Background: an optimization exercise with open tools, aiming at small area. Do not read the settings as production practice.
Only simulation tests tie the RTL to the original design; equivalence was not proved.
Power is estimated from default activity; no workload was simulated.

## design.v

```verilog
module vc8_core (
    input  wire        clk,
    input  wire        rst,           
    output reg         mem_req,
    output reg         mem_we,
    output wire [18:0] mem_addr,
    output wire [7:0]  mem_wdata,
    input  wire [7:0]  mem_rdata,
    input  wire        mem_ready,
    input  wire [7:0]  in_key,
    input  wire [15:0] in_mouse_x,
    input  wire [15:0] in_mouse_y,
    input  wire [15:0] in_screen_w,
    input  wire [15:0] in_screen_h,
    output wire        in_take,
    output reg         fault,
    output reg  [3:0]  fault_code,
    output wire [20:0] fault_pc,
    output wire [7:0]  fault_opcode
);
    localparam [1:0] S_INIT  = 2'd0,
                     S_TAKE  = 2'd1,
                     S_FETCH = 2'd2,
                     S_EXEC  = 2'd3;
    localparam [3:0] K_END   = 4'd0,
                     K_I     = 4'd1,    
                     K_R     = 4'd2,    
                     K_W     = 4'd3,    
                     K_EA    = 4'd4,    
                     K_MRD   = 4'd5,    
                     K_MWR   = 4'd6,    
                     K_SPD   = 4'd7,    
                     K_SPI   = 4'd8,    
                     K_LOOK  = 4'd9,    
                     K_SCAN  = 4'd10,
                     K_POPCS = 4'd11,
                     K_MUL   = 4'd12,
                     K_DIV   = 4'd13,
                     K_BACK  = 4'd14,   
                     K_JMP   = 4'd15;
    localparam [1:0] X_BYTE = 2'd0, X_CNT = 2'd1, X_SEVEN = 2'd2;
    reg [1:0]  state;
    reg        pend;           
    reg [20:0] pc;             
    reg [19:0] sp;
    reg        carry;
    reg [7:0]  op;
    reg [19:0] ea;             
    reg [7:0]  th, tl, uh, ul;
    reg [2:0]  idx;
    reg [4:0]  cnt;
    reg [3:0]  stp;
    reg [1:0]  sub;
    reg        skip, flag;
    reg [4:0]  ph;             
    reg [3:0]  ft_n;
    reg [4:0]  cs_n;
    reg [7:0]  rf   [0:7];
    reg [15:0] ftid [0:7];
    reg [18:0] ar   [0:23];
    wire [7:0]  rf_tap   = rf[7];
    wire [15:0] ftid_tap = ftid[7];
    wire [18:0] ar_tap   = ar[23];
    assign fault_pc     = pc;
    assign fault_opcode = op;
    assign mem_addr     = ea[18:0];
    assign mem_wdata    = th;
    assign in_take      = (state == S_TAKE) || (pend && !fault);
    function [2:0] op_len(input [7:0] o);
        case (o)
            8'h00: op_len = 3; 8'h01: op_len = 4; 8'h02: op_len = 4; 8'h03: op_len = 3;
            8'h04: op_len = 4; 8'h05: op_len = 4; 8'h06: op_len = 2; 8'h07: op_len = 2;
            8'h08: op_len = 2; 8'h09: op_len = 3; 8'h0A: op_len = 5; 8'h0B: op_len = 5;
            8'h0C: op_len = 4;
            8'h10, 8'h11, 8'h12, 8'h13: op_len = 3;
            8'h14, 8'h15, 8'h16, 8'h17: op_len = 4;
            8'h18, 8'h19, 8'h1A, 8'h1B: op_len = 2;
            8'h30: op_len = 2; 8'h31: op_len = 3; 8'h32: op_len = 3; 8'h33: op_len = 3;
            8'h35: op_len = 3; 8'h36: op_len = 4; 8'h37: op_len = 4;
            8'h40: op_len = 5; 8'h41: op_len = 7;
            8'hFE: op_len = 2;
            default: op_len = 1;
        endcase
    endfunction
    function [10:0] uop(input [7:0] o, input [3:0] s);
        reg [10:0] u;
        begin
            u = {K_END, X_BYTE, 4'd1, 1'b0};
            case (o)
            8'h00: case (s)    
                0: u = {K_I, X_BYTE, 4'd3, 1'b0};
                1: u = {K_I, X_BYTE, 4'd0, 1'b1};
                2: u = {K_W, X_CNT,  4'd0, 1'b0};
                default: u = {K_END, X_BYTE, 4'd0, 1'b0}; endcase
            8'h01: case (s)    
                0: u = {K_I, X_BYTE, 4'd3, 1'b0};
                1: u = {K_I, X_BYTE, 4'd2, 1'b0};
                2: u = {K_I, X_BYTE, 4'd1, 1'b1};
                3: u = {K_EA, X_BYTE, 4'd0, 1'b0};
                4: u = {K_MRD, X_BYTE, 4'd0, 1'b0};
                5: u = {K_W, X_CNT,  4'd0, 1'b0};
                default: u = {K_END, X_BYTE, 4'd0, 1'b0}; endcase
            8'h02: case (s)    
                0: u = {K_R, X_BYTE, 4'd0, 1'b0};
                1: u = {K_I, X_BYTE, 4'd2, 1'b0};
                2: u = {K_I, X_BYTE, 4'd1, 1'b1};
                3: u = {K_EA, X_BYTE, 4'd0, 1'b0};
                4: u = {K_MWR, X_BYTE, 4'd0, 1'b0};
                default: u = {K_END, X_BYTE, 4'd0, 1'b0}; endcase
            8'h03: case (s)    
                0: u = {K_I, X_BYTE, 4'd3, 1'b0};
                1: u = {K_R, X_BYTE, 4'd0, 1'b1};
                2: u = {K_W, X_CNT,  4'd0, 1'b0};
                default: u = {K_END, X_BYTE, 4'd0, 1'b0}; endcase
            8'h04, 8'h05: case (s)    
                0: u = {K_I, X_BYTE, 4'd3, 1'b0};
                1: u = {K_I, X_BYTE, 4'd0, 1'b0};
                2: u = {K_R, X_BYTE, 4'd4, 1'b1};
                3: u = {K_W, X_CNT,  4'd0, 1'b0};
                default: u = {K_END, X_BYTE, 4'd0, 1'b0}; endcase
            8'h06: case (s)    
                0: u = {K_R, X_BYTE, 4'd0, 1'b0};
                1: u = {K_SPD, X_BYTE, 4'd0, 1'b0};
                2: u = {K_MWR, X_BYTE, 4'd0, 1'b0};
                default: u = {K_END, X_BYTE, 4'd0, 1'b0}; endcase
            8'h07: case (s)    
                0: u = {K_I, X_BYTE, 4'd0, 1'b0};
                1: u = {K_SPD, X_BYTE, 4'd0, 1'b0};
                2: u = {K_MWR, X_BYTE, 4'd0, 1'b0};
                default: u = {K_END, X_BYTE, 4'd0, 1'b0}; endcase
            8'h08: case (s)    
                0: u = {K_I, X_BYTE, 4'd3, 1'b0};
                1: u = {K_SPI, X_BYTE, 4'd0, 1'b0};
                2: u = {K_MRD, X_BYTE, 4'd0, 1'b0};
                3: u = {K_W, X_CNT,  4'd0, 1'b0};
                default: u = {K_END, X_BYTE, 4'd0, 1'b0}; endcase
            8'h09: case (s)    
                0: u = {K_I, X_BYTE, 4'd2, 1'b0};
                1: u = {K_I, X_BYTE, 4'd1, 1'b0};
                2: u = {K_SPI, X_BYTE, 4'd0, 1'b0};
                3: u = {K_MRD, X_BYTE, 4'd0, 1'b0};
                4: u = {K_EA, X_BYTE, 4'd0, 1'b0};
                5: u = {K_MWR, X_BYTE, 4'd0, 1'b0};
                default: u = {K_END, X_BYTE, 4'd0, 1'b0}; endcase
            8'h0A: case (s)    
                0: u = {K_I, X_BYTE, 4'd3, 1'b0};
                1: u = {K_I, X_BYTE, 4'd2, 1'b0};
                2: u = {K_I, X_BYTE, 4'd1, 1'b0};
                3: u = {K_R, X_BYTE, 4'd8, 1'b1};
                4: u = {K_MRD, X_BYTE, 4'd0, 1'b0};
                5: u = {K_W, X_CNT,  4'd0, 1'b0};
                default: u = {K_END, X_BYTE, 4'd0, 1'b0}; endcase
            8'h0B: case (s)    
                0: u = {K_R, X_BYTE, 4'd0, 1'b0};
                1: u = {K_I, X_BYTE, 4'd2, 1'b0};
                2: u = {K_I, X_BYTE, 4'd1, 1'b0};
                3: u = {K_R, X_BYTE, 4'd8, 1'b1};
                4: u = {K_MWR, X_BYTE, 4'd0, 1'b0};
                default: u = {K_END, X_BYTE, 4'd0, 1'b0}; endcase
            8'h0C: case (s)    
                0: u = {K_I, X_BYTE, 4'd0, 1'b0};
                1: u = {K_I, X_BYTE, 4'd2, 1'b0};
                2: u = {K_I, X_BYTE, 4'd1, 1'b1};
                3: u = {K_EA, X_BYTE, 4'd0, 1'b0};
                4: u = {K_MWR, X_BYTE, 4'd0, 1'b0};
                default: u = {K_END, X_BYTE, 4'd0, 1'b0}; endcase
            8'h10, 8'h12: case (s)    
                0: u = {K_I, X_BYTE, 4'd3, 1'b0};
                1: u = {K_R, X_BYTE, 4'd1, 1'b1};
                2: u = {K_R, X_CNT,  4'd5, 1'b0};
                default: u = {K_END, X_BYTE, 4'd0, 1'b0}; endcase
            8'h11, 8'h13: case (s)    
                0: u = {K_I, X_BYTE, 4'd3, 1'b0};
                1: u = {K_I, X_BYTE, 4'd1, 1'b1};
                2: u = {K_R, X_CNT,  4'd5, 1'b0};
                default: u = {K_END, X_BYTE, 4'd0, 1'b0}; endcase
            8'h14, 8'h16: case (s)    
                0: u = {K_I, X_BYTE, 4'd3, 1'b0};
                1: u = {K_R, X_BYTE, 4'd1, 1'b0};
                2: u = {K_R, X_CNT,  4'd6, 1'b0};
                3: u = {K_W, X_BYTE, 4'd1, 1'b1};
                default: u = {K_END, X_BYTE, 4'd0, 1'b0}; endcase
            8'h15, 8'h17: case (s)    
                0: u = {K_I, X_BYTE, 4'd3, 1'b0};
                1: u = {K_I, X_BYTE, 4'd1, 1'b0};
                2: u = {K_R, X_CNT,  4'd6, 1'b0};
                3: u = {K_W, X_BYTE, 4'd1, 1'b1};
                default: u = {K_END, X_BYTE, 4'd0, 1'b0}; endcase
            8'h18, 8'h19, 8'h1A, 8'h1B: case (s)    
                0: u = {K_R, X_BYTE, 4'd5, 1'b1};
                default: u = {K_END, X_BYTE, 4'd0, 1'b0}; endcase
            8'h1C: u = {K_END, X_BYTE, 4'd3, 1'b0};    
            8'h1D: u = {K_END, X_BYTE, 4'd4, 1'b0};    
            8'h30: case (s)    
                0: u = {K_I, X_BYTE, 4'd1, 1'b0};
                1: u = {K_JMP, X_BYTE, 4'd0, 1'b0};
                default: u = {K_END, X_BYTE, 4'd0, 1'b0}; endcase
            8'h31, 8'h32: case (s)    
                0: u = {K_I, X_BYTE, 4'd1, 1'b0};
                1: u = {K_R, X_BYTE, 4'd4, 1'b0};
                2: u = {K_JMP, X_BYTE, 4'd0, 1'b0};
                default: u = {K_END, X_BYTE, 4'd0, 1'b0}; endcase
            8'h33: case (s)    
                0: u = {K_I, X_BYTE, 4'd0, 1'b0};
                1: u = {K_I, X_BYTE, 4'd1, 1'b0};
                2: u = {K_LOOK, X_BYTE, 4'd0, 1'b0};
                3: u = {K_SCAN, X_BYTE, 4'd0, 1'b0};
                default: u = {K_END, X_BYTE, 4'd0, 1'b0}; endcase
            8'h34: case (s)    
                0: u = {K_POPCS, X_BYTE, 4'd0, 1'b0};
                default: u = {K_END, X_BYTE, 4'd1, 1'b0}; endcase
            8'h35: case (s)    
                0: u = {K_I, X_BYTE, 4'd0, 1'b0};
                1: u = {K_I, X_BYTE, 4'd1, 1'b0};
                2: u = {K_LOOK, X_BYTE, 4'd0, 1'b0};
                default: u = {K_END, X_BYTE, 4'd1, 1'b0}; endcase
            8'h36, 8'h37: case (s)    
                0: u = {K_I, X_BYTE, 4'd0, 1'b0};
                1: u = {K_I, X_BYTE, 4'd1, 1'b0};
                2: u = {K_R, X_BYTE, 4'd4, 1'b0};
                3: u = {K_LOOK, X_BYTE, 4'd0, 1'b0};
                default: u = {K_END, X_BYTE, 4'd1, 1'b0}; endcase
            8'h40: case (s)    
                0: u = {K_R, X_BYTE, 4'd3, 1'b0};
                1: u = {K_R, X_BYTE, 4'd7, 1'b0};
                2: u = {K_I, X_BYTE, 4'd4, 1'b0};
                3: u = {K_I, X_BYTE, 4'd4, 1'b1};
                4: u = {K_MUL, X_BYTE, 4'd0, 1'b0};
                5: u = {K_BACK, X_BYTE, 4'd0, 1'b0};
                6: u = {K_W, X_BYTE, 4'd0, 1'b0};
                7: u = {K_W, X_BYTE, 4'd1, 1'b0};
                default: u = {K_END, X_BYTE, 4'd0, 1'b0}; endcase
            8'h41: case (s)    
                0: u = {K_R, X_BYTE, 4'd0, 1'b0};
                1: u = {K_R, X_BYTE, 4'd1, 1'b0};
                2: u = {K_R, X_BYTE, 4'd2, 1'b0};
                3: u = {K_R, X_BYTE, 4'd3, 1'b0};
                4: u = {K_I, X_BYTE, 4'd4, 1'b0};
                5: u = {K_I, X_BYTE, 4'd4, 1'b0};
                6: u = {K_DIV, X_BYTE, 4'd0, 1'b0};
                7: u = {K_BACK, X_BYTE, 4'd0, 1'b0};
                8: u = {K_W, X_BYTE, 4'd0, 1'b0};
                9: u = {K_W, X_BYTE, 4'd1, 1'b0};
                default: u = {K_END, X_BYTE, 4'd0, 1'b0}; endcase
            8'hFE: case (s)    
                0: u = {K_I, X_BYTE, 4'd0, 1'b0};
                1: u = {K_W, X_SEVEN, 4'd0, 1'b0};
                default: u = {K_END, X_BYTE, 4'd2, 1'b0}; endcase
            default: ;         
            endcase
            uop = u;
        end
    endfunction
    wire [2:0]  len   = op_len(op);
    wire [10:0] u     = uop(op, stp);
    wire [3:0]  kind  = u[10:7];
    wire [1:0]  xsrc  = u[6:5];
    wire [3:0]  act   = u[4:1];
    wire        last  = u[0];
    wire        exec  = (state == S_EXEC);
    wire        unsup = (op >= 8'h60 && op <= 8'h64) || (op >= 8'h80 && op <= 8'h8A);
    wire        is_fnc = (op == 8'h33);
    wire [3:0]  oob_lo = {1'b0, pc[2:0]} + {1'b0, len - 3'd1};
    wire        oob    = (&pc[18:3]) && oob_lo[3];      
    wire       is_io = (ea[18:4] == 15'h0FFF) && (ea[3:0] >= 4'h7);
    reg  [7:0] io_b;
    always @(*) begin
        case (ea[3:0])
            4'h7: io_b = in_key;
            4'h8: io_b = in_mouse_x[15:8];
            4'h9: io_b = in_mouse_x[7:0];
            4'hA: io_b = in_mouse_y[15:8];
            4'hB: io_b = in_mouse_y[7:0];
            4'hC: io_b = in_screen_w[15:8];
            4'hD: io_b = in_screen_w[7:0];
            4'hE: io_b = in_screen_h[15:8];
            default: io_b = in_screen_h[7:0];
        endcase
    end
    wire [7:0] rb    = is_io ? io_b : mem_rdata;
    wire       rd_ok = mem_ready;
    wire       rb_bad = (rb[7:3] != 5'd0);
    reg         ea_ci, ea_dec;
    wire [19:0] ea_inc = ea + (ea_dec ? 20'hFFFFF : {19'd0, ea_ci});
    wire       alu_one = (op[4:3] == 2'b11);
    wire       alu_sub = op[4] && (op[3] ? op[0] : op[1]);
    wire [7:0] alu_a   = (kind == K_EA) ? 8'd0 : rf_tap;
    wire [7:0] alu_y   = alu_one ? 8'd1 : tl;
    wire [8:0] alu_s   = alu_sub ? ({1'b0, alu_a} - {1'b0, alu_y})
                                 : ({1'b0, alu_a} + {1'b0, alu_y});
    wire       alu_cw  = alu_s[8] && !(op[3] && op[1]);    
    wire [8:0] ea_hi   = {1'b0, uh} + {8'd0, alu_s[8]};
    wire [19:0] ea_addr = {3'd0, ea_hi, alu_s[7:0]};
    wire [8:0]  mul_s  = {1'b0, th} + {1'b0, tl[0] ? ul : 8'd0};
    wire [16:0] dv_sh  = {ea[15:0], th[7]};
    wire [17:0] dv_df  = {1'b0, dv_sh} - {2'b00, uh, ul};
    wire        dv_ge  = !dv_df[17];
    wire        js     = pc[0] ^ tl[0] ^ flag;
    wire        jc     = (pc[0] & tl[0]) | (pc[0] & flag) | (tl[0] & flag);
    wire rf_hit  = (ph[2:0] == idx);
    wire ft_slot = (ph[4:3] == 2'b10);
    wire ft_vld  = ft_slot && ({1'b0, ph[2:0]} < ft_n);
    wire ft_hit  = ft_vld && (ftid_tap == {th, tl});
    wire ft_ins  = ft_slot && !flag && !ft_hit && (ph[2:0] == ft_n[2:0]) && !ft_n[3];
    wire cs_slot = !ph[4] && (ph[3:0] == cs_n[3:0]) && !cs_n[4];
    always @(*) begin
        case (state)
            S_EXEC: if (stp == 4'd0 && (unsup || oob)) fault_code = unsup ? 4'd8 : 4'd7;
            else case (kind)
                K_I, K_R, K_W: fault_code = 4'd2;
                K_LOOK:  fault_code = flag ? 4'd9 : 4'd3;
                K_SCAN:  fault_code = sub[1] ? 4'd9 : 4'd7;
                K_POPCS: fault_code = 4'd4;
                K_DIV:   fault_code = 4'd6;
                default: fault_code = 4'd7;
            endcase
            default: fault_code = 4'd7;
        endcase
    end
    reg        rf_we;
    reg [7:0]  rf_wd;
    reg        ar_we;
    reg        id_we;
    integer i;
    always @(*) begin
        ea_ci  = 1'b1;
        ea_dec = 1'b0;
        if (exec) case (kind)
            K_END: ea_ci = 1'b0;
            K_SPD: begin ea_ci = (sub != 2'd0); ea_dec = (sub != 2'd0); end
            K_SPI, K_DIV: ea_ci = (sub != 2'd0);
            K_BACK: ea_dec = (sub != 2'd0);
            default: ;
        endcase
    end
    always @(*) begin
        rf_we = 1'b0;
        rf_wd = th;
        ar_we = 1'b0;
        id_we = 1'b0;
        if (state == S_INIT) begin
            rf_we = 1'b1;
            rf_wd = 8'd0;
        end else if (exec && !skip && !pend) begin
            case (kind)
            K_R: if (sub == 2'd1 && rf_hit && act == 4'd5) begin
                     rf_we = !(op[3] && op[1]) || carry;
                     rf_wd = alu_s[7:0];
                 end
            K_W: if (sub == 2'd1 && rf_hit) begin
                     rf_we = 1'b1;
                     rf_wd = act[0] ? tl : th;
                 end
            K_LOOK: if (sub == 2'd1) begin
                        id_we = is_fnc && (ft_hit || ft_ins);
                        ar_we = id_we || (!is_fnc && cs_slot);
                    end
            default: ;
            endcase
        end
    end
    always @(posedge clk) begin
        for (i = 7; i > 0; i = i - 1) begin
            rf[i]   <= rf[i-1];
            ftid[i] <= ftid[i-1];
        end
        for (i = 23; i > 0; i = i - 1) ar[i] <= ar[i-1];
        rf[0]   <= rf_we ? rf_wd : rf_tap;
        ftid[0] <= id_we ? {th, tl} : ftid_tap;
        ar[0]   <= ar_we ? ea[18:0] : ar_tap;
    end
    task next_step;
        begin
            stp <= stp + 4'd1;
            sub <= 2'd0;
        end
    endtask
    always @(posedge clk) begin
        if (rst) begin
            state <= S_INIT;
            pend  <= 1'b0;
            fault <= 1'b0;
            pc    <= 21'd65536;
            sp    <= 20'd524288;
            carry <= 1'b0;
            ft_n  <= 4'd0;
            cs_n  <= 5'd0;
            ph    <= 5'd0;
        end else begin
            ph    <= (ph == 5'd23) ? 5'd0 : ph + 5'd1;
            fault <= pend;
            if (!pend) case (state)
            S_INIT: begin
                ea <= pc[19:0];
                if (ph[2:0] == 3'd7) state <= S_FETCH;
            end
            S_TAKE: begin
                ea    <= pc[19:0];
                state <= S_FETCH;
            end
            S_FETCH: begin
                stp  <= 4'd0;
                sub  <= 2'd0;
                cnt  <= 5'd0;
                skip <= 1'b0;
                if (pc[20:19] != 2'b00) begin
                    op   <= 8'd0;
                    pend <= 1'b1;
                end else if (rd_ok) begin
                    op    <= rb;
                    ea    <= ea_inc;
                    state <= S_EXEC;
                end
            end
            default: if (skip && kind != K_END) begin    
                next_step;
            end else begin
                case (kind)
                K_END: begin
                    if (stp == 4'd0 && (unsup || oob)) pend <= 1'b1;
                    else begin
                        state <= S_TAKE;
                        if (skip) pc <= {1'b0, ea_inc};
                        else case (act[2:0])
                            3'd1: pc <= {1'b0, ea_inc};
                            3'd2: pc <= 21'd65536;
                            3'd3: begin pc <= {1'b0, ea_inc}; carry <= 1'b0; end
                            3'd4: begin pc <= {1'b0, ea_inc}; carry <= 1'b1; end
                            default: ;
                        endcase
                    end
                end
                K_I: if (stp == 4'd0 && (unsup || oob)) pend <= 1'b1;
                else if (rd_ok) begin
                    if ((act == 4'd3 || act == 4'd4) && rb_bad) pend <= 1'b1;
                    else begin
                        case (act[2:0])
                            3'd0: th <= rb;
                            3'd1: tl <= rb;
                            3'd2: uh <= rb;
                            default: ;
                        endcase
                        ea <= ea_inc;
                        if (last) pc <= {1'b0, ea_inc};
                        next_step;
                        if (act == 4'd3) cnt <= {2'd0, rb[2:0]};
                    end
                end
                K_R, K_W: case (sub)
                    2'd0: if (stp == 4'd0 && (unsup || oob)) pend <= 1'b1;
                    else if (xsrc == X_CNT) begin
                        idx <= cnt[2:0];
                        sub <= 2'd1;
                    end else if (xsrc == X_SEVEN) begin
                        idx <= 3'd7;
                        sub <= 2'd1;
                    end else if (rd_ok) begin
                        if (rb_bad) pend <= 1'b1;
                        else begin
                            idx <= rb[2:0];
                            ea  <= ea_inc;
                            if (last) pc <= {1'b0, ea_inc};
                            sub <= 2'd1;
                        end
                    end
                    default: if (rf_hit) begin
                        next_step;
                        if (kind == K_R) case (act)
                            4'd0: th <= rf_tap;
                            4'd1: tl <= rf_tap;
                            4'd2: uh <= rf_tap;
                            4'd3: ul <= rf_tap;
                            4'd4: skip <= (rf_tap == 8'd0) == (op == 8'h05 || op == 8'h32 || op == 8'h37);
                            4'd5: if (alu_cw) carry <= 1'b1;
                            4'd6: begin tl <= alu_s[7:0]; if (alu_s[8]) carry <= 1'b1; end
                            4'd7: begin th <= 8'd0; tl <= rf_tap; end
                            default: ea <= ea_addr;
                        endcase
                    end
                endcase
                K_EA: begin ea <= ea_addr; next_step; end
                K_MRD: if (rd_ok) begin th <= rb; next_step; end
                K_MWR: if (rd_ok) next_step;
                K_SPD: case (sub)
                    2'd0: begin
                        if (sp == 20'd0) pend <= 1'b1;
                        else begin
                            pc  <= {1'b0, ea_inc};
                            ea  <= sp;
                            sub <= 2'd1;
                        end
                    end
                    default: begin
                        ea <= {1'b0, ea_inc[18:0]};
                        sp <= {1'b0, ea_inc[18:0]};
                        next_step;
                    end
                endcase
                K_SPI: case (sub)
                    2'd0: begin
                        if (sp[19]) pend <= 1'b1;
                        else begin
                            pc  <= {1'b0, ea_inc};
                            ea  <= sp;
                            sub <= 2'd1;
                        end
                    end
                    default: begin
                        sp <= ea_inc;
                        next_step;
                    end
                endcase
                K_LOOK: case (sub)
                    2'd0: begin
                        flag <= 1'b0;
                        if (ph == 5'd23) sub <= 2'd1;
                    end
                    default: begin
                        if (ft_hit || (is_fnc && ft_ins)) flag <= 1'b1;
                        if (ft_hit && !is_fnc) ea <= {1'b0, ar_tap};
                        if (is_fnc && ft_ins) ft_n <= ft_n + 4'd1;
                        if (ph == 5'd23) begin
                            if (is_fnc) next_step;
                            else if ((!flag && !ft_hit) || cs_n[4]) pend <= 1'b1;
                            else begin
                                cs_n <= cs_n + 5'd1;
                                next_step;
                            end
                        end
                    end
                endcase
                K_SCAN: case (sub)
                    2'd0: begin
                        if (ea[19]) pend <= 1'b1;
                        else sub <= 2'd1;
                    end
                    default: if (rd_ok) begin
                        if (rb == 8'h34) begin
                            if (!flag) begin
                                sub  <= 2'd2;
                                pend <= 1'b1;
                            end else begin
                                pc <= {1'b0, ea_inc};
                                next_step;
                            end
                        end else if (ea[18:0] == 19'h7FFFF) pend <= 1'b1;
                        else ea <= ea_inc;
                    end
                endcase
                K_POPCS: case (sub)
                    2'd0: begin
                        if (cs_n == 5'd0) pend <= 1'b1;
                        else sub <= 2'd1;
                    end
                    default: if (ph == {1'b0, cs_n[3:0] - 4'd1}) begin
                        ea   <= {1'b0, ar_tap};
                        cs_n <= cs_n - 5'd1;
                        next_step;
                    end
                endcase
                K_MUL: case (sub)
                    2'd0: begin cnt <= 5'd0; sub <= 2'd1; end
                    default: begin
                        th  <= mul_s[8:1];
                        tl  <= {mul_s[0], tl[7:1]};
                        cnt <= cnt + 5'd1;
                        if (cnt[2:0] == 3'd7) next_step;
                    end
                endcase
                K_DIV: case (sub)
                    2'd0: begin
                        if ({uh, ul} == 16'd0) pend <= 1'b1;
                        else begin
                            pc       <= {1'b0, ea_inc};
                            ea[15:0] <= 16'd0;
                            cnt      <= 5'd0;
                            sub      <= 2'd1;
                        end
                    end
                    default: begin
                        ea[15:0] <= dv_ge ? dv_df[15:0] : dv_sh[15:0];
                        {th, tl} <= {th[6:0], tl, dv_ge};
                        cnt <= cnt + 5'd1;
                        if (cnt[3:0] == 4'd15) next_step;
                    end
                endcase
                K_BACK: case (sub)
                    2'd0: begin ea <= pc[19:0]; sub <= 2'd1; end
                    2'd1: begin ea <= ea_inc; sub <= 2'd2; end
                    default: begin ea <= ea_inc; next_step; end
                endcase
                K_JMP: case (sub)
                    2'd0: begin flag <= 1'b1; cnt <= 5'd0; sub <= 2'd1; end
                    default: begin
                        pc   <= {js, pc[20:1]};
                        flag <= jc;
                        tl   <= {tl[7], tl[7:1]};
                        cnt  <= cnt + 5'd1;
                        if (cnt == 5'd20) next_step;
                    end
                endcase
                default: next_step;
                endcase
            end
            endcase
        end
    end
    always @(*) begin
        mem_req = 1'b0;
        mem_we  = 1'b0;
        if (!pend) case (state)
            S_FETCH: mem_req = 1'b1;
            S_EXEC: if (!skip) case (kind)
                K_I: mem_req = 1'b1;
                K_R, K_W: mem_req = (sub == 2'd0) && (xsrc == X_BYTE);
                K_MRD: mem_req = 1'b1;
                K_MWR: begin mem_req = 1'b1; mem_we = 1'b1; end
                K_SCAN: mem_req = (sub == 2'd1);
                default: ;
            endcase
            default: ;
        endcase
    end
endmodule
```

## standard.sh

```bash
#!/bin/bash
# synth_recipe.tcl (not shown) runs the flow's synth.tcl, then flattens the netlist and writes it again
# the make line also repeats each setting of config.mk as NAME=value (left out here)
make -C /OpenROAD-flow-scripts/flow DESIGN_CONFIG=/design/flow/config.mk WORK_HOME=/design/flow/orfs CLKGATE_MAP_FILE= SYNTH_SCRIPT=/design/flow/synth_recipe.tcl "${@:-finish}"
```

## config.mk

```make
export PLATFORM = sky130hd
export DESIGN_NAME = vc8_core
export DESIGN_NICKNAME = vc8_core
export VERILOG_FILES = /design/flow/design.v
export SDC_FILE = /design/flow/constraint.sdc
export NUM_CORES = 4
export LEC_CHECK = 0
export CAP_MARGIN = 20
export CORE_MARGIN = 2
export CORE_UTILIZATION = 40
export PLACE_DENSITY = 0.6
export SLEW_MARGIN = 20
export BUFFER_PORTS_ARGS = -buffer_cell sky130_fd_sc_hd__buf_1
export CTS_ARGS = -sink_clustering_enable -repair_clock_nets -dont_use_dummy_load -buf_list sky130_fd_sc_hd__clkbuf_8 -sink_clustering_size 20 -sink_clustering_max_diameter 60
```

## flow/run.sh

```bash
#!/bin/bash
# The standard layout (standard.sh, unchanged synthesis), with two
# changes made through config.mk: the port buffers use the smallest buffer
# cell, and clock tree synthesis uses clkbuf_8 with larger sink clusters and
# no dummy loads. The full output of the layout goes to standard.log.
cat >> config.mk <<'EOF'
export BUFFER_PORTS_ARGS = -buffer_cell sky130_fd_sc_hd__buf_1
export CTS_ARGS = -sink_clustering_enable -repair_clock_nets -dont_use_dummy_load -buf_list sky130_fd_sc_hd__clkbuf_8 -sink_clustering_size 20 -sink_clustering_max_diameter 60
EOF
bash standard.sh > standard.log 2>&1
```

## constraint.sdc

```tcl
create_clock -name core_clock -period 10.0 [get_ports {clk}]
set_input_delay 2.0000 -clock core_clock [delete_from_list [all_inputs] [get_ports {clk}]]
set_output_delay 2.0000 -clock core_clock [all_outputs]
set_load 0.01 [all_outputs]
```

==> impl_metrics.tcl, run 1 <==
set metrics [dict create \
    nNetsFinal 3024 \
    synth_area_per_cell_sq_um 10.6 \
    ys_seq_area_share_pct 57.2 \
    cts.htree.levels 2 \
    peakVddDrop_mv 0.136 \
    ys_seq_elements 797 \
    synth_fa_ha_area_share_pct 3.82 \
    fmax_mhz 124 \
    clock-sinks 797 \
    synth_area_leaders "dfxtp_1 (49%), edfxtp_1 (7.8%), ha_1 (3.3%), nor2_1 (2.9%), nand2_1 (2.6%)" \
    path_clk_slew_ns 0.11 \
    clk_latency_ns 0.70 \
    use_met3_pct 4.47 \
    hold_ws_ns 0.251 \
    layout-drive-gt1-share_pct 8.02 \
    final.setup.tns_ns 0 \
    clockBufferDepth 3 \
    grt.total_usage_pct 23.8 \
    crit_fanout 29 \
    synth_ff_type "dfxtp_1" \
    p_leak_nw 11.9 \
    endpoint_kind "output pin" \
    io-pin-count 147 \
    vias 22000 \
    start_kind "flop" \
    dieArea_sq_mm 0.0753 \
    yosysWarningCount 4 \
    cts_root_buffer "clkbuf_8" \
    syn_nets 2923 \
    syn-cell-area_sq_mm 0.0292 \
    hold_viol 0 \
    crit_type "flop to output pin" \
    antenna_found_initial 3 \
    synth_compound_area_share_pct 14.9 \
    tritoncts "done" \
    synthMuxAreaShare_pct 3.87 \
    drtPass1Iterations 8 \
    coreArea_sq_mm 0.0727 \
    period_minus_slack_ns 8.06 \
    synth.distinct_cells 102 \
    skew_ns 0.138 \
    hpwl_microns 65100 \
    grt_overflow 0 \
    synth.top_cell.area_share_pct 49.4 \
    maxSlewViolCount 0 \
    synthXorXnorAreaFrac_pct 2.85 \
    rows 99 \
    initial_core_util_pct 40.2 \
    ant_nets 0 \
    drt_iter0_drc 2166 \
    wl_per_cell_microns 23.7 \
    cts_setup_buffers 0 \
    crit_arrival_ns 6.06 \
    numCtsBuffers 54 \
    drt_wl_total_microns 90600 \
    yosysMostFrequentCell "dfxtp_1" \
    yosys.area.top_type "dfxtp_1" \
    gp_congestion 0.977 \
    syn2layout_area_growth_pct 7.69 \
    synthSimpleGateAreaFrac_pct 13.9 \
    synth_edf_count 76 \
    synth_top_family_by_area "compound AO/OA/AOI/OAI gates" \
    grt_pass1_vias 21300 \
    r2r_setup_slack_ns 2.46 \
    finalCritPeriodShare_pct 80.6 \
    hold_path_class "flop to flop" \
    met2_usage_pct 37.2 \
    synth_commonest_cells "dfxtp_1 (721), nor2_1 (224), nand2_1 (206)" \
    required_ns 8.00 \
    slew_headroom_pct 20.5 \
    chipWidth_microns 274 \
    dieHeight_microns 274 \
    finalSetupViolCount 0 \
    worstMarginPinSlew_ns 1.19 \
    status "complete, no violations" \
    grt_pass1_wl_microns 136000 \
    cts_hold_buf 0 \
    grt_max_degree 60 \
    drv_cap 0 \
    busiest_layer "met2" \
    async_reset_ff_share_pct 0 \
    viasPerCell 5.76 \
    cts.repair.resized 0 \
    p_per_area_mw_per_mm2 152 \
    drc_errors 0 \
    netlist_instances 2756 \
    use_met1_pct 31.5 \
    io_buffers 146 \
    rsz0062_at_grt "false" \
]
[sequential cells by signal (all words and copies together), names as in the netlist, 3 cells and up, named ones only]
signal / count
rf: 64
ul: 8
idx: 3
stp: 4
ftid: 128
sp: 20
ph: 5
uh: 8
pc: 21
th: 8
tl: 8
ft_n: 4
cs_n: 5
ar: 456
cnt: 5
op: 8
ea: 20
[placed cells by master (no fill, tap or decap), drive strengths merged, types with 33 or more instances in the layout]
cell type  instances
a211oi            46
a21oi            151
a22oi             42
buf              206
clkbuf            55
dfxtp            721
edfxtp            76
ha                78
inv               64
mux2              44
mux2i             59
nand2            206
nand2b            33
nand3             69
nand4             34
nor2             226
nor3              62
nor4              33
o21ai            100
xnor2             64
[per-layer routing]
layer / routed length (microns) / up-vias
met2: 40200 / 1022
met4: 4870 / 4
met3: 7010 / 274
met5: 28 / -
met1: 38500 / 10600
li1: - / 10100
[cell type report]
| class | instances | area (sq um) |
|---|---|---|
| clock buffers | 54 | 743 |
| fillers | 6958 | 41200 |
| diodes | 1 | 2.50 |
| inverters | 67 | 251 |
| repair buffers | 207 | 1010 |
| well taps | 959 | 1200 |
| multi-input cells | 1730 | 11600 |
| flip-flops and latches | 797 | 16700 |
[through the flow]
stage	util, %	cells	worst slack [ns]	cell area (sq um)	power, mW
2_1_floorplan	-	2756	2.99	29200	3.41
3_3_place_gp	42.2	3759	2.62	30700	3.47
3_5_place_dp	42.3	3760	2.54	30700	3.47
4_1_cts	43.3	3814	2.00	31500	4.85
5_1_grt	43.3	3815	1.53	31500	4.98
6_report	43.3	3815	1.94	31500	4.79
[final timing paths]
path	start	endpoint	depth (start not counted)
worst max register to register	op[1]	pc[18]	22
worst min-delay path	ar[14][2]	ar[15][2]	0
worst max-delay path	op[1]	mem_req	14
worst min register to register	ar[14][2]	ar[15][2]	0
[report_power, final]
| group | leakage, nW | internal (mW) | switching (mW) | total [mW] |
|---|---|---|---|---|
| combinational | 4.96 | 0.0629 | 0.105 | 0.168 |
| clock | 0.388 | 0.482 | 0.902 | 1.38 |
| sequential | 6.56 | 3.22 | 0.0136 | 3.24 |
[worst max-delay path: stages, from the launching register on]
cell and delay, ns:
edfxtp_1 0.97, buf_4 0.35, buf_4 0.21, nor2_1 0.12, and3_1 0.23, o21a_1 0.19, a2111oi_0 0.83, nand2_1 0.72
nand2_1 0.20, buf_4 0.33, nor2_1 0.27, a221oi_1 0.37, o21ai_0 0.15, and3_1 0.29, buf_1 0.15
[cell families (layout without fill, tap and decap cells)]
kind of cell,Yosys count,count (layout)
DFF,797,797
xor gates and xnor gates,95,95
adders and majority gates,86,86
muxes,105,105
buffers and inverters,229,328
AOI/OAI and AO/OA,627,627
other,0,1
and+or+nand+nor,817,817
==> run 2, diff against run 1 <==
--- a/design.v
+++ b/design.v
@@ -52,5 +52,5 @@
     reg [3:0]  stp;
     reg [1:0]  sub;
-    reg        skip, flag;
+    reg        flag;
     reg [4:0]  ph;             
     reg [3:0]  ft_n;
@@ -87,5 +87,5 @@
         begin
             u = {K_END, X_BYTE, 4'd1, 1'b0};
-            case (o)
+            if (s != 4'd15) case (o)
             8'h00: case (s)    
                 0: u = {K_I, X_BYTE, 4'd3, 1'b0};
@@ -296,6 +296,7 @@
     wire [17:0] dv_df  = {1'b0, dv_sh} - {2'b00, uh, ul};
     wire        dv_ge  = !dv_df[17];
-    wire        js     = pc[0] ^ tl[0] ^ flag;
-    wire        jc     = (pc[0] & tl[0]) | (pc[0] & flag) | (tl[0] & flag);
+    wire        jx     = cnt[4:3] != 2'b00 ? tl[7] : tl[cnt[2:0]];
+    wire        js     = pc[0] ^ jx ^ flag;
+    wire        jc     = (pc[0] & jx) | (pc[0] & flag) | (jx & flag);
     wire rf_hit  = (ph[2:0] == idx);
     wire ft_slot = (ph[4:3] == 2'b10);
@@ -342,5 +343,5 @@
             rf_we = 1'b1;
             rf_wd = 8'd0;
-        end else if (exec && !skip && !pend) begin
+        end else if (exec && !pend) begin
             case (kind)
             K_R: if (sub == 2'd1 && rf_hit && act == 4'd5) begin
@@ -403,5 +404,4 @@
                 sub  <= 2'd0;
                 cnt  <= 5'd0;
-                skip <= 1'b0;
                 if (pc[20:19] != 2'b00) begin
                     op   <= 8'd0;
@@ -413,7 +413,5 @@
                 end
             end
-            default: if (skip && kind != K_END) begin    
-                next_step;
-            end else begin
+            default: begin    
                 case (kind)
                 K_END: begin
@@ -421,6 +419,5 @@
                     else begin
                         state <= S_TAKE;
-                        if (skip) pc <= {1'b0, ea_inc};
-                        else case (act[2:0])
+                        case (act[2:0])
                             3'd1: pc <= {1'b0, ea_inc};
                             3'd2: pc <= 21'd65536;
@@ -471,5 +468,5 @@
                             4'd2: uh <= rf_tap;
                             4'd3: ul <= rf_tap;
-                            4'd4: skip <= (rf_tap == 8'd0) == (op == 8'h05 || op == 8'h32 || op == 8'h37);
+                            4'd4: if ((rf_tap == 8'd0) == (op == 8'h05 || op == 8'h32 || op == 8'h37)) stp <= 4'd15;
                             4'd5: if (alu_cw) carry <= 1'b1;
                             4'd6: begin tl <= alu_s[7:0]; if (alu_s[8]) carry <= 1'b1; end
@@ -595,5 +592,4 @@
                         pc   <= {js, pc[20:1]};
                         flag <= jc;
-                        tl   <= {tl[7], tl[7:1]};
                         cnt  <= cnt + 5'd1;
                         if (cnt == 5'd20) next_step;
@@ -611,5 +607,5 @@
         if (!pend) case (state)
             S_FETCH: mem_req = 1'b1;
-            S_EXEC: if (!skip) case (kind)
+            S_EXEC: case (kind)
                 K_I: mem_req = 1'b1;
                 K_R, K_W: mem_req = (sub == 2'd0) && (xsrc == X_BYTE);
--- a/config.mk
+++ b/config.mk
@@ -8,6 +8,6 @@
 export CAP_MARGIN = 20
 export CORE_MARGIN = 2
-export CORE_UTILIZATION = 40
-export PLACE_DENSITY = 0.6
+export CORE_UTILIZATION = 65
+export PLACE_DENSITY = 0.8
 export SLEW_MARGIN = 20
 export BUFFER_PORTS_ARGS = -buffer_cell sky130_fd_sc_hd__buf_1
==> run 2 against run 1 <==
  * Still clean
  * Power fell by 0.86%
  * Via count rose by 4.3%
  * Sequential share of layout area up 1.2 points
  * Critical path type is now flop to flop
  * Critical endpoint is now ea[14]
  * Largest cell class unchanged
==> impl_metrics.tcl, run 2 <==
set metrics [dict create \
    cts_root_buffer "clkbuf_8" \
    synthXorXnorAreaFrac_pct 2.58 \
    yosysWarningCount 4 \
    dieHeight_microns 216 \
    drv_cap 0 \
    clk_latency_ns 0.72 \
    synthMuxAreaShare_pct 3.54 \
    worstMarginPinSlew_ns 1.23 \
    drt_wl_total_microns 91100 \
    viasPerCell 6.74 \
    final.setup.tns_ns 0 \
    cts_setup_buffers 0 \
    cp-startpoint "op[3]" \
    yosysMostFrequentCell "dfxtp_1" \
    layout-drive-gt1-share_pct 7.17 \
    drc_errors 0 \
    clock-sinks 796 \
    largest_register_ffs 456 \
    ant_nets 0 \
    grt_max_degree 63 \
    synth_ff_type "dfxtp_1" \
    regMostFlops "ar" \
    crit_type "flop to flop" \
    synth_fa_ha_area_share_pct 3.62 \
    min_from "ftid[6][1]" \
    p_per_area_mw_per_mm2 155 \
    synthSimpleGateAreaFrac_pct 14.6 \
    vias 22900 \
    fmax_mhz 121 \
    path_clk_slew_ns 0.10 \
    r2r-start "op[3]" \
    top_layer "met5" \
    grt_overflow 0 \
    drtPass1Iterations 7 \
    hold_path_class "flop to flop" \
    endpoint_kind "flop" \
    async_reset_ff_share_pct 0 \
    total_power_mw 4.75 \
    syn2layout_area_growth_pct 5.04 \
    synth_top_family_by_area "simple AND/OR/NAND/NOR gates" \
    hpwl_microns 64900 \
    met1_length_microns 32900 \
    synth_commonest_cells "dfxtp_1 (721), nand2_1 (194), nor2_1 (185)" \
    ys_seq_elements 796 \
    biggestRegsByFlops "ar: 456 flops, ftid: 128 flops, rf: 64 flops" \
    period_minus_slack_ns 8.28 \
    multi_input_area_sq_mm 0.0114 \
    met2_length_microns 40500 \
    io-pin-count 147 \
    crit_arrival_ns 8.71 \
    initial_core_util_pct 66.0 \
    netlist_instances 2730 \
    tritoncts "done" \
    syn-cell-area_sq_mm 0.0292 \
    p_leak_nw 11.7 \
    synth_edf_count 75 \
    yosys.area.top_type "dfxtp_1" \
    wl_met3_microns 10400 \
    hold_viol 0 \
    peakVddDrop_mv 0.168 \
    synth.top_cell.area_share_pct 49.4 \
    synth.distinct_cells 114 \
    numCtsBuffers 52 \
    grt.total_usage_pct 38.4 \
    grt_pass1_vias 22700 \
    wl_per_cell_microns 26.8 \
    final_common_cell "dfxtp_1" \
    io_buffers 146 \
    cts_hold_buf 0 \
    nNetsFinal 2970 \
    start_kind "flop" \
    chipWidth_microns 216 \
    fillers 3177 \
    antenna_found_initial 2 \
    finalSetupViolCount 0 \
    status "complete, no violations" \
    finalCritPeriodShare_pct 82.8 \
    maxSlewViolCount 0 \
    syn_nets 2894 \
    rows 77 \
    gp_congestion 1.06 \
    required_ns 10.44 \
    coreArea_sq_mm 0.0443 \
    final_cell_mix "dfxtp_1 (721), nand2_1 (194), nor2_1 (184)" \
    seq_area_sq_mm 0.0167 \
    hold_ws_ns 0.281 \
    synth_compound_area_share_pct 14.6 \
    synth_area_per_cell_sq_um 10.7 \
    synth_area_leaders "dfxtp_1 (49%), edfxtp_1 (7.7%), ha_1 (3.2%), a21oi_1 (2.5%), nand2_1 (2.5%)" \
    grt_pass1_wl_microns 137000 \
    dieArea_sq_mm 0.0467 \
    ys_seq_area_share_pct 57.1 \
    clockBufferDepth 3 \
    cts.repair.resized 0 \
    skew_ns 0.105 \
    slew_headroom_pct 15.6 \
    cts.htree.levels 2 \
    rsz0062_at_grt "false" \
    crit_fanout 25 \
    drt_iter0_drc 3509 \
]
==> run 2: changes by cell type in the layout (fill, tap and decap cells not counted), sizes merged, moves of 16 or more <==
| cell | previous run | this run |
|---|---|---|
| xnor2 | 64 | 42 |
| o21ai | 100 | 128 |
| a211oi | 46 | 21 |
| and2 | 19 | 35 |
| nor2 | 226 | 187 |
| buf | 206 | 188 |
==> run 2: layout make-up <==
class / count / area share, %
sequential: 796 / 54.3
multi-input combinational: 1702 / 37.3
timing repair buffer: 189 / 2.83
tap: 592 / 2.41
clock buffer: 52 / 2.33
inverter: 65 / 0.803
antenna: 2 / 0.0163
==> run 2: cells by family (layout without fill, tap and decap cells) <==
kind of cell	count (synthesis)	in the layout
AO/OA/AOI/OAI	625	625
AND/OR/NAND/NOR	815	815
other	0	2
buffers and inverters	232	306
XOR/XNOR	86	86
flip-flops	796	796
adder cells (fa/ha/maj)	81	81
multiplexers	95	95
==> run 2: worst paths after layout <==
path | cells after the start | end | slack, ns
worst max register to register | 23 | ea[14] | 1.72
worst min-delay path | 0 | ftid[7][1] | 0.28
worst max-delay path | 23 | ea[14] | 1.72
worst min register to register | 0 | ftid[7][1] | 0.28
==> run 2: critical path, stage by stage (launching register included) <==
cell and delay (ns):
edfxtp_1 0.82, buf_4 0.38, nor2b_1 0.78, mux2i_1 0.25
a2111oi_0 0.11, o31ai_1 0.55, nand3_1 0.65, and3_1 0.42
buf_4 0.25, nor3_1 0.45, o211ai_1 0.15, ha_1 0.28
fa_1 0.42, a21oi_1 0.21, o21ai_0 0.13, a21boi_0 0.32
o21ai_0 0.29, nand3_1 0.20, nand2_1 0.13, o21ai_0 0.34
nand2b_1 0.13, xor2_1 0.22, a2111oi_0 0.46, a21oi_1 0.12
==> run 2: power by group <==
part	switching [mW]	internal, mW	leakage (nW)	total, mW
Clock	0.919	0.466	0.374	1.39
Sequential	0.0131	3.22	6.53	3.23
Combinational	0.0846	0.0470	4.84	0.132
Total	1.02	3.73	11.7	4.75
==> run 2: routing by layer <==
layer  up-vias  track usage [%]
met5         -                0
met4         2             24.8
met3       549             9.22
met2      1683             59.8
met1     10800             48.2
li1       9917                -
==> run 2: through the flow <==
stage / util [%] / cell area, sq um / std cells / worst slack [ns]
2_1_floorplan: - / 29200 / 2730 / 3.66
3_3_place_gp: 67.6 / 30000 / 3343 / 2.52
3_5_place_dp: 67.7 / 30000 / 3343 / 2.24
4_1_cts: 69.3 / 30700 / 3395 / 2.17
5_1_grt: 69.3 / 30700 / 3397 / 1.38
6_report: 69.3 / 30700 / 3398 / 1.72
==> run 3, diff against run 2 <==
--- a/config.mk
+++ b/config.mk
@@ -8,6 +8,6 @@
 export CAP_MARGIN = 20
 export CORE_MARGIN = 2
-export CORE_UTILIZATION = 65
-export PLACE_DENSITY = 0.8
+export CORE_UTILIZATION = 40
+export PLACE_DENSITY = 0.6
 export SLEW_MARGIN = 20
 export BUFFER_PORTS_ARGS = -buffer_cell sky130_fd_sc_hd__buf_1
==> run 3 against run 2 <==
  * Register-to-register slack better by 0.35 ns
  * Clock power is 4% higher
  * Still clean on timing, DRC and antenna
  * Largest cell class unchanged
  * Synthesized cell count stayed put
  * Routed wire length is 0.77% higher
  * Sequential cell count stayed put
  * Maximum frequency is 4.5% higher
  * Utilization is 26 points lower
  * Sequential share of layout area is 1.1 points lower
  * Global-route usage is 14 points lower
  * Sequential power hardly changed
  * Non-clock buffer count is 8 higher
==> impl_metrics.tcl, run 3 <==
set metrics [dict create \
    clockBufferDepth 3 \
    p_leak_nw 11.8 \
    hold_path_class "flop to flop" \
    io-pin-count 147 \
    viasPerCell 5.71 \
    grt.total_usage_pct 24.1 \
    cts.repair.resized 0 \
    min_from "ar[20][12]" \
    dieArea_sq_mm 0.0753 \
    final_common_cell "dfxtp_1" \
    syn2layout_area_growth_pct 7.22 \
    hold_depth 0 \
    dp_cells 3717 \
    path_clk_slew_ns 0.11 \
    synth.distinct_cells 114 \
    cts_setup_buffers 0 \
    grt_max_degree 63 \
    netlist_instances 2730 \
    critPathMaxStageDelay_ns 0.91 \
    antenna_found_initial 1 \
    async_reset_ff_share_pct 0 \
    io_buffers 146 \
    crit_arrival_ns 8.32 \
    clock-sinks 796 \
    grt_overflow 0 \
    p_per_area_mw_per_mm2 153 \
    hold_viol 0 \
    maxSlewViolCount 0 \
    gp_congestion 0.936 \
    synth_area_per_cell_sq_um 10.7 \
    ys_seq_area_share_pct 57.1 \
    final_cell_mix "dfxtp_1 (721), nand2_1 (194), nor2_1 (184)" \
    largest_register_ffs 456 \
    syn_nets 2894 \
    clk_latency_ns 0.72 \
    path_cells "nor2b_1 -> mux2i_1 -> a2111oi_0 -> o31ai_1 -> and3_1 -> buf_4 -> nand3_1 -> a211oi_1 -> and2_1 -> ha_1 -> a21o_1 -> a21oi_1 -> o211ai_1 -> a311oi_1 -> o31ai_1 -> nand4_1 -> a31oi_1 -> xor2_1 -> xnor2_1 -> o21ai_0 -> o21ai_0 -> nand2_1" \
    dieHeight_microns 274 \
    start_kind "flop" \
    finalSetupViolCount 0 \
    wl_per_cell_microns 24.3 \
    synth_area_leaders "dfxtp_1 (49%), edfxtp_1 (7.7%), ha_1 (3.2%), a21oi_1 (2.5%), nand2_1 (2.5%)" \
    synth_top_family_by_area "simple AND/OR/NAND/NOR gates" \
    yosysWarningCount 4 \
    finalCritPeriodShare_pct 79.2 \
    synth_edf_count 75 \
    numCtsBuffers 58 \
    synth_compound_area_share_pct 14.6 \
    initial_core_util_pct 40.2 \
    cp-startpoint "op[3]" \
    crit_type "flop to flop" \
    slowest_stage "nor2b_1" \
    final.setup.tns_ns 0 \
    grt_pass1_vias 21200 \
    rows 99 \
    cts_root_buffer "clkbuf_8" \
    vias 21600 \
    dpl-instance-area_sq_mm 0.0305 \
    ys_seq_elements 796 \
    synth_commonest_cells "dfxtp_1 (721), nand2_1 (194), nor2_1 (185)" \
    hpwl_microns 66200 \
    syn-cell-area_sq_mm 0.0292 \
    worstMarginPinSlew_ns 1.21 \
    period_minus_slack_ns 7.92 \
    skew_ns 0.104 \
    drtPass1Iterations 9 \
    tritoncts "done" \
    synth.top_cell.area_share_pct 49.4 \
    crit_fanout 31 \
    drt_wl_total_microns 91800 \
    setup_ws_ns 2.08 \
    nNetsFinal 2984 \
    yosys.area.top_type "dfxtp_1" \
    endpoint_kind "flop" \
    r2r-start "op[3]" \
    cts.htree.levels 2 \
    drc_errors 0 \
    status "complete, no violations" \
    rsz0062_at_grt "false" \
    synth_fa_ha_area_share_pct 3.62 \
    regMostFlops "ar" \
    layout-drive-gt1-share_pct 7.70 \
    fmax_mhz 126 \
    synthSimpleGateAreaFrac_pct 14.6 \
    drv_cap 0 \
    final_cells 3779 \
    peakVddDrop_mv 0.126 \
    dp_slack_ns 2.27 \
    required_ns 10.40 \
    yosysMostFrequentCell "dfxtp_1" \
    synth_ff_type "dfxtp_1" \
    reg2reg_depth 22 \
    cts_hold_buf 0 \
    synthMuxAreaShare_pct 3.54 \
    post-route-util_pct 43.1 \
    final_area_sq_mm 0.0313 \
    drt_iter0_drc 2330 \
    grt_pass1_wl_microns 138000 \
    chipWidth_microns 274 \
    slew_headroom_pct 19.4 \
    synthXorXnorAreaFrac_pct 2.58 \
    coreArea_sq_mm 0.0727 \
    biggestRegsByFlops "ar: 456 flops, ftid: 128 flops, rf: 64 flops" \
    ant_nets 0 \
]
==> run 3: cells by family (layout without fill, tap and decap cells) <==
group | count (synthesis) | in the layout
and+or+nand+nor | 815 | 815
buffers and inverters | 232 | 320
AOI/OAI and AO/OA | 625 | 625
muxes | 95 | 95
adders and majority gates | 81 | 81
xor gates and xnor gates | 86 | 86
DFF | 796 | 796
other | 0 | 2
==> run 3: cell type report <==
cell class | instances | area [sq um]
sequential | 796 | 16700
fill | 6963 | 41400
inverter | 65 | 246
antenna | 2 | 5.00
timing repair buffer | 197 | 937
clock buffer | 58 | 798
multi-input combinational | 1702 | 11500
tap | 959 | 1200
==> run 3: final timing paths <==
kind	end	slack, ns
setup reg to reg	ea[19]	2.08
hold / removal	ar[21][12]	0.27
hold reg to reg	ar[21][12]	0.27
setup / recovery	ea[19]	2.08
==> run 3: worst max-delay path, delay by kind of cell, from the launching register on <==
kind | cells | cell delay (ns)
AOI/OAI and AO/OA | 11 | 3.05
xor gates and xnor gates | 2 | 0.45
adders and majority gates | 1 | 0.37
buffers and inverters | 1 | 0.39
DFF | 1 | 0.78
muxes | 1 | 0.29
and+or+nand+nor | 6 | 2.34
==> run 3: per-layer routing <==
layer  vias up  track usage [%]  part of all wire, %
met1     10600             33.3                   45
met4         0             8.25                  3.7
met3       178             4.13                  7.2
li1       9948                -                    -
met5         -                0                    0
met2       892             38.1                   45
==> run 3: through the flow <==
step	power, mW	hold WS [ns]
6_report	4.81	0.271
5_1_grt	5.00	0.264
4_1_cts	4.86	0.272
3_5_place_dp	3.43	0.312
3_3_place_gp	3.43	0.310
2_1_floorplan	3.38	0.310
==> run 3: power by group <==
group | leakage (nW) | internal, mW | switching (mW)
clock | 0.417 | 0.516 | 0.934
combinational | 4.88 | 0.0473 | 0.0829
sequential | 6.53 | 3.22 | 0.0123
==> run 4, diff against run 3 <==
--- a/config.mk
+++ b/config.mk
@@ -8,6 +8,6 @@
 export CAP_MARGIN = 20
 export CORE_MARGIN = 2
-export CORE_UTILIZATION = 40
-export PLACE_DENSITY = 0.6
+export CORE_UTILIZATION = 60
+export PLACE_DENSITY = 0.75
 export SLEW_MARGIN = 20
 export BUFFER_PORTS_ARGS = -buffer_cell sky130_fd_sc_hd__buf_1
==> run 4 against run 3 <==
  * Hold slack got worse by 0.0019 ns
  * Highest routed layer unchanged
  * Clock skew decreased by 0.013 ns
  * Utilization increased by 21 points
  * Critical path depth decreased by 10
  * Via count increased by 3.1%
  * Count of clock-buffer cells in the layout decreased by 7
  * Synthesized cell count unchanged
  * Power decreased by 1.7%
  * Synthesized area unchanged
  * Critical path type is now flop to output pin
  * Still clean on timing, DRC and antenna
==> impl_metrics.tcl, run 4 <==
set metrics [dict create \
    status "complete, no violations" \
    final_cells 3420 \
    hold_viol 0 \
    vias 22200 \
    grt_pass1_vias 21800 \
    crit_fanout 16 \
    hold_path_class "flop to flop" \
    slew_headroom_pct 27.5 \
    reg2reg_to "ea[14]" \
    dieArea_sq_mm 0.0505 \
    use_met3_pct 7.09 \
    reg2reg_depth 29 \
    r2r_setup_slack_ns 2.57 \
    min_to "ftid[2][3]" \
    cts_setup_buffers 0 \
    netlist_instances 2730 \
    yosysMostFrequentCell "dfxtp_1" \
    nNetsFinal 2970 \
    worstMarginPinSlew_ns 1.09 \
    synth_area_per_cell_sq_um 10.7 \
    final_common_cell "dfxtp_1" \
    layout-drive-gt1-share_pct 7.24 \
    coreArea_sq_mm 0.0479 \
    drt_wl_total_microns 89200 \
    finalCritPeriodShare_pct 74.9 \
    crit_arrival_ns 5.49 \
    synth_ff_type "dfxtp_1" \
    grt_overflow 0 \
    syn-cell-area_sq_mm 0.0292 \
    finalSetupViolCount 0 \
    ys_seq_area_share_pct 57.1 \
    io_buffers 146 \
    drv_cap 0 \
    numCtsBuffers 51 \
    period_minus_slack_ns 7.49 \
    dieHeight_microns 225 \
    cts_root_buffer "clkbuf_8" \
    drc_errors 0 \
    syn2layout_area_growth_pct 5.18 \
    hpwl_microns 63700 \
    multi_input_area_sq_mm 0.0115 \
    regMostFlops "ar" \
    synth.distinct_cells 114 \
    biggestRegsByFlops "ar: 456 flops, ftid: 128 flops, rf: 64 flops" \
    tritoncts "done" \
    final_cell_mix "dfxtp_1 (721), nand2_1 (193), nor2_1 (184)" \
    cts.repair.resized 0 \
    clk_latency_ns 0.69 \
    required_ns 8.00 \
    cts_hold_buf 0 \
    yosysWarningCount 4 \
    dpl-instance-area_sq_mm 0.0300 \
    synth_area_leaders "dfxtp_1 (49%), edfxtp_1 (7.7%), ha_1 (3.2%), a21oi_1 (2.5%), nand2_1 (2.5%)" \
    met2_usage_pct 55.7 \
    ant_nets 0 \
    yosys.area.top_type "dfxtp_1" \
    grt.total_usage_pct 35.1 \
    chipWidth_microns 225 \
    io-pin-count 147 \
    antenna_found_initial 2 \
    hold_ws_ns 0.269 \
    gp_congestion 1.00 \
    fillers 3656 \
    use_met1_pct 45.3 \
    ys_seq_elements 796 \
    peakVddDrop_mv 0.172 \
    cts.htree.levels 2 \
    final.setup.tns_ns 0 \
    rsz0062_at_grt "false" \
    synth_commonest_cells "dfxtp_1 (721), nand2_1 (194), nor2_1 (185)" \
    drt_iter0_drc 2466 \
    clockBufferDepth 3 \
    r2r-start "stp[1]" \
    grt_pass1_wl_microns 134000 \
    fmax_mhz 133 \
    seq_area_sq_mm 0.0167 \
    busiest_layer "met2" \
    async_reset_ff_share_pct 0 \
    endpoint_kind "output pin" \
    largest_register_ffs 456 \
    initial_core_util_pct 61.0 \
    wl_per_cell_microns 26.1 \
    drtPass1Iterations 6 \
    setup_ws_ns 2.51 \
    hold_depth 0 \
    viasPerCell 6.50 \
    path_clk_slew_ns 0.12 \
    skew_ns 0.0905 \
    dp_slack_ns 2.77 \
    syn_nets 2894 \
    final_area_sq_mm 0.0308 \
    p_per_area_mw_per_mm2 154 \
    dp_cells 3366 \
    start_kind "flop" \
    synth_edf_count 75 \
    clock-sinks 796 \
    synth.top_cell.area_share_pct 49.4 \
    p_leak_nw 11.7 \
    crit_type "flop to output pin" \
    rows 80 \
    min_from "ftid[1][3]" \
    grt_max_degree 63 \
    maxSlewViolCount 0 \
]
run 4: cell families after synthesis:
kind of cell	count (synthesis)	share of synthesized area, %
adders and majority gates	81	3.62
buffers and inverters	232	3.97
muxes	95	3.54
xor gates and xnor gates	86	2.58
DFF	796	57.1
AOI/OAI and AO/OA	625	14.6
and+or+nand+nor	815	14.6
run 4: per-layer routing:
metal	part of all wire (%)	vias up
met2	45	1270
li1	-	9928
met4	6.1	0
met1	39	10700
met3	9.4	328
met5	0	-
run 4: critical path, cell delays in order (launching register included):
cell	delay [ns]
edfxtp_1	0.54
inv_1	0.11
ha_1	0.33
or3b_1	0.61
nor4_1	0.14
or3_1	0.44
a2111oi_2	0.38
and3_1	0.68
nand4_1	0.83
nand3_1	0.32
nor2_1	0.06
o21ai_0	0.15
buf_1	0.23
run 4: cell type report:
cell class	count	share of cell area [%]
clock buffer	51	2.28
timing repair buffer	190	2.91
sequential	796	54.3
tap	615	2.50
antenna	1	0.00814
multi-input combinational	1702	37.2
inverter	65	0.801
run 4: how the worst max path moves through the flow:
| stage | slack [ns] | endpoint | depth (start not counted) | start |
|---|---|---|---|---|
| 2_1_floorplan | 3.66 | tl[0] | 11 | in_key[7] |
| 3_3_place_gp | 2.85 | ea[14] | 23 | stp[1] |
| 3_5_place_dp | 2.77 | ea[14] | 23 | stp[1] |
| 4_1_cts | 2.66 | fault_code[2] | 12 | stp[1] |
| 5_1_grt | 1.97 | ea[16] | 24 | stp[1] |
| 6_report | 2.51 | fault_code[2] | 12 | stp[1] |
run 4: power by group:
| part | total (mW) | internal (mW) | switching [mW] |
|---|---|---|---|
| sequential | 3.23 | 3.22 | 0.0142 |
| combinational | 0.128 | 0.0469 | 0.0814 |
| clock | 1.37 | 0.458 | 0.910 |
run 4: per-stage QoR:
step / utilization (%) / power [mW]
4_1_cts: 64.1 / 4.74
3_3_place_gp: 62.6 / 3.42
5_1_grt: 64.1 / 4.86
3_5_place_dp: 62.6 / 3.43
6_report: 64.1 / 4.73
2_1_floorplan: - / 3.38
==> run 5, diff against run 4 <==
--- a/config.mk
+++ b/config.mk
@@ -6,9 +6,9 @@
 export NUM_CORES = 4
 export LEC_CHECK = 0
-export CAP_MARGIN = 20
+export CAP_MARGIN = 0
 export CORE_MARGIN = 2
 export CORE_UTILIZATION = 60
 export PLACE_DENSITY = 0.75
-export SLEW_MARGIN = 20
+export SLEW_MARGIN = 0
 export BUFFER_PORTS_ARGS = -buffer_cell sky130_fd_sc_hd__buf_1
 export CTS_ARGS = -sink_clustering_enable -repair_clock_nets -dont_use_dummy_load -buf_list sky130_fd_sc_hd__clkbuf_8 -sink_clustering_size 20 -sink_clustering_max_diameter 60
==> run 5 against run 4 <==
  * Sequential share of layout area about the same
  * Combinational power hardly changed
  * Global-route usage shrank 0.054 points
  * Synthesized cell count unchanged
  * First-iteration DRC count fell by 3.4%
  * Synthesized area stayed put
  * Clock power is essentially flat
  * Clock skew rose by 0.010 ns
  * Via count is essentially flat
  * Cell area about the same
  * Largest cell class unchanged
==> impl_metrics.tcl, run 5 <==
set metrics [dict create \
    seq_power_share_pct 68.3 \
    layout-drive-gt1-share_pct 7.10 \
    min_to "ftid[2][3]" \
    synth.top_cell.area_share_pct 49.4 \
    cts.repair.resized 0 \
    fillers 3658 \
    p_per_area_mw_per_mm2 154 \
    nNetsFinal 2969 \
    netlist_instances 2730 \
    power_frac_comb_pct 2.7 \
    grt_max_degree 63 \
    clk_latency_ns 0.69 \
    synth_ff_type "dfxtp_1" \
    ant_nets 0 \
    start_kind "flop" \
    crit_arrival_ns 8.06 \
    clockBufferDepth 3 \
    viasPerCell 6.51 \
    final.setup.tns_ns 0 \
    hold_path_class "flop to flop" \
    crit_fanout 31 \
    synth_commonest_cells "dfxtp_1 (721), nand2_1 (194), nor2_1 (185)" \
    drt_iter0_drc 2383 \
    largest_register_ffs 456 \
    required_ns 10.54 \
    reg2reg_to "ea[16]" \
    yosys.area.top_type "dfxtp_1" \
    hpwl_microns 63700 \
    cts_hold_buf 0 \
    coreArea_sq_mm 0.0479 \
    async_reset_ff_share_pct 0 \
    critPathMaxStageDelay_ns 0.87 \
    drc_errors 0 \
    finalSetupViolCount 0 \
    biggestRegsByFlops "ar: 456 flops, ftid: 128 flops, rf: 64 flops" \
    finalCritPeriodShare_pct 75.2 \
    final_cell_mix "dfxtp_1 (721), nand2_1 (194), nor2_1 (185)" \
    fmax_mhz 133 \
    crit_family "compound AO/OA/AOI/OAI gates" \
    ys_seq_area_share_pct 57.1 \
    dieHeight_microns 225 \
    seq_area_sq_mm 0.0167 \
    gp_congestion 1.00 \
    synth.distinct_cells 114 \
    grt_pass1_vias 21900 \
    status "complete, no violations" \
    cts_setup_buffers 0 \
    cts.htree.levels 2 \
    synth_area_leaders "dfxtp_1 (49%), edfxtp_1 (7.7%), ha_1 (3.2%), a21oi_1 (2.5%), nand2_1 (2.5%)" \
    chipWidth_microns 225 \
    dieArea_sq_mm 0.0505 \
    skew_ns 0.101 \
    critPathBufInv 2 \
    worstMarginPinSlew_ns 1.28 \
    synth_area_per_cell_sq_um 10.7 \
    total_power_mw 4.73 \
    multi_input_area_sq_mm 0.0114 \
    drt_wl_total_microns 89000 \
    yosysWarningCount 4 \
    r2r-start "stp[1]" \
    yosysMostFrequentCell "dfxtp_1" \
    p_leak_nw 11.7 \
    path_cells "inv_1 -> ha_1 -> or3b_1 -> nor4_1 -> o21a_1 -> a2111oi_1 -> and3_1 -> buf_4 -> nand3_1 -> a211oi_1 -> and2_1 -> fa_1 -> a21oi_1 -> o21ai_0 -> a21boi_0 -> o21ai_0 -> nand3_1 -> a31oi_1 -> a21oi_1 -> xnor2_1 -> nor2_1 -> a21oi_1 -> o221ai_1 -> o21ai_0" \
    clock-sinks 796 \
    min_from "ftid[1][3]" \
    grt_pass1_wl_microns 134000 \
    drv_cap 0 \
    cts_root_buffer "clkbuf_8" \
    syn2layout_area_growth_pct 5.10 \
    sw_frac_of_total_pct 21.2 \
    power_switching_mw 1.00 \
    endpoint_kind "flop" \
    rows 80 \
    reg2reg_depth 24 \
    grt_overflow 0 \
    r2r_setup_slack_ns 2.48 \
    pwr-share-clk_pct 29.0 \
    grt.total_usage_pct 35.1 \
    crit_type "flop to flop" \
    slew_headroom_pct 12.2 \
    drtPass1Iterations 8 \
    hold_viol 0 \
    tritoncts "done" \
    io-pin-count 147 \
    rsz0062_at_grt "false" \
    syn_nets 2894 \
    hold_depth 0 \
    io_buffers 146 \
    slowest_stage "and2_1" \
    antenna_found_initial 2 \
    path_clk_slew_ns 0.11 \
    synth_edf_count 75 \
    wl_per_cell_microns 26.0 \
    regMostFlops "ar" \
    syn-cell-area_sq_mm 0.0292 \
    hold_ws_ns 0.266 \
    vias 22300 \
    period_minus_slack_ns 7.52 \
    initial_core_util_pct 61.0 \
    ys_seq_elements 796 \
    numCtsBuffers 52 \
    maxSlewViolCount 0 \
    peakVddDrop_mv 0.161 \
    power.internal_mw 3.73 \
    final_common_cell "dfxtp_1" \
]
[run 5: metal layers]
layer	global-route usage [%]	part of all wire [%]	wire length (microns)
met1	45.1	40	35200
met2	55.7	45	40100
met3	7.07	9.1	8060
met4	19.7	6.3	5570
met5	0	0	0
[run 5: layout make-up]
type	count	share of cell area (%)
Antenna cell	2	0.0163
Inverter	65	0.802
Multi-Input combinational cell	1702	37.2
Timing Repair Buffer	188	2.81
Clock buffer	52	2.33
Sequential cell	796	54.3
Tap cell	615	2.50
[run 5: kinds of logic after synthesis]
family,after synthesis,synth area share (%)
AOI/OAI and AO/OA,625,14.6
DFF,796,57.1
buffers and inverters,232,3.97
adders and majority gates,81,3.62
and+or+nand+nor,815,14.6
muxes,95,3.54
xor gates and xnor gates,86,2.58
[run 5: how the worst max path moves through the flow]
stage,cells past startpoint,end,startpoint,slack [ns]
global placement,23,ea[14],stp[1],2.85
floorplan,11,tl[0],in_key[7],3.66
finish,24,ea[16],stp[1],2.48
global route,24,ea[16],stp[1],1.94
detailed placement,29,ea[14],stp[1],2.79
CTS,12,fault_code[2],stp[1],2.68
[run 5: power by group through the flow]
stage | logic [mW] | clock network (mW) | registers [mW]
floorplan | 0.0823 | 0 | 3.30
CTS | 0.122 | 1.39 | 3.23
finish | 0.126 | 1.37 | 3.23
detailed placement | 0.121 | 0 | 3.31
global route | 0.135 | 1.49 | 3.24
global placement | 0.117 | 0 | 3.31
[run 5: through the flow]
| stage | util (%) | setup slack, ns | cell area [sq um] | cells |
|---|---|---|---|---|
| final | 64.1 | 2.48 | 30700 | 3420 |
| after global routing | 64.1 | 1.94 | 30700 | 3418 |
| after CTS | 64.1 | 2.68 | 30700 | 3418 |
| after detailed placement | 62.6 | 2.79 | 30000 | 3366 |
| after global placement | 62.6 | 2.85 | 30000 | 3366 |
| after floorplan | - | 3.66 | 29200 | 2730 |

-- port drivers added, routing unchanged --
Ports are ideal in the flow. The routed layouts listed here were re-timed in OpenROAD.
Step 1 sets driving cells, clkbuf_16 on the clock port and buf_2 on the other inputs (assumed; they add their load-dependent delay and slew).
Step 2 also shifts input and output timing later by t, the mid clock arrival at the registers, as if the neighbouring blocks saw the same clock.
a / b / c = no drivers / after step 1 / after step 2; a / b = the first two.
run | t, ns | setup slack, ns | worst setup path after step 2 | worst slew at a driven data input, ns | cell pins on the clock port's net
run 1 | 0.692 | 1.944 / 1.886 / 2.463 | register to register | 0.05 | 1
run 2 | 0.728 | 1.724 / 1.724 / 1.724 | register to register | 0.06 | 1
run 3 | 0.726 | 2.079 / 2.079 / 2.079 | register to register | 0.05 | 1
run 4 | 0.697 | 2.509 / 2.454 / 2.568 | register to register | 0.05 | 1
run 5 | 0.695 | 2.478 / 2.478 / 2.478 | register to register | 0.05 | 1
After both steps every run listed still meets setup and hold.
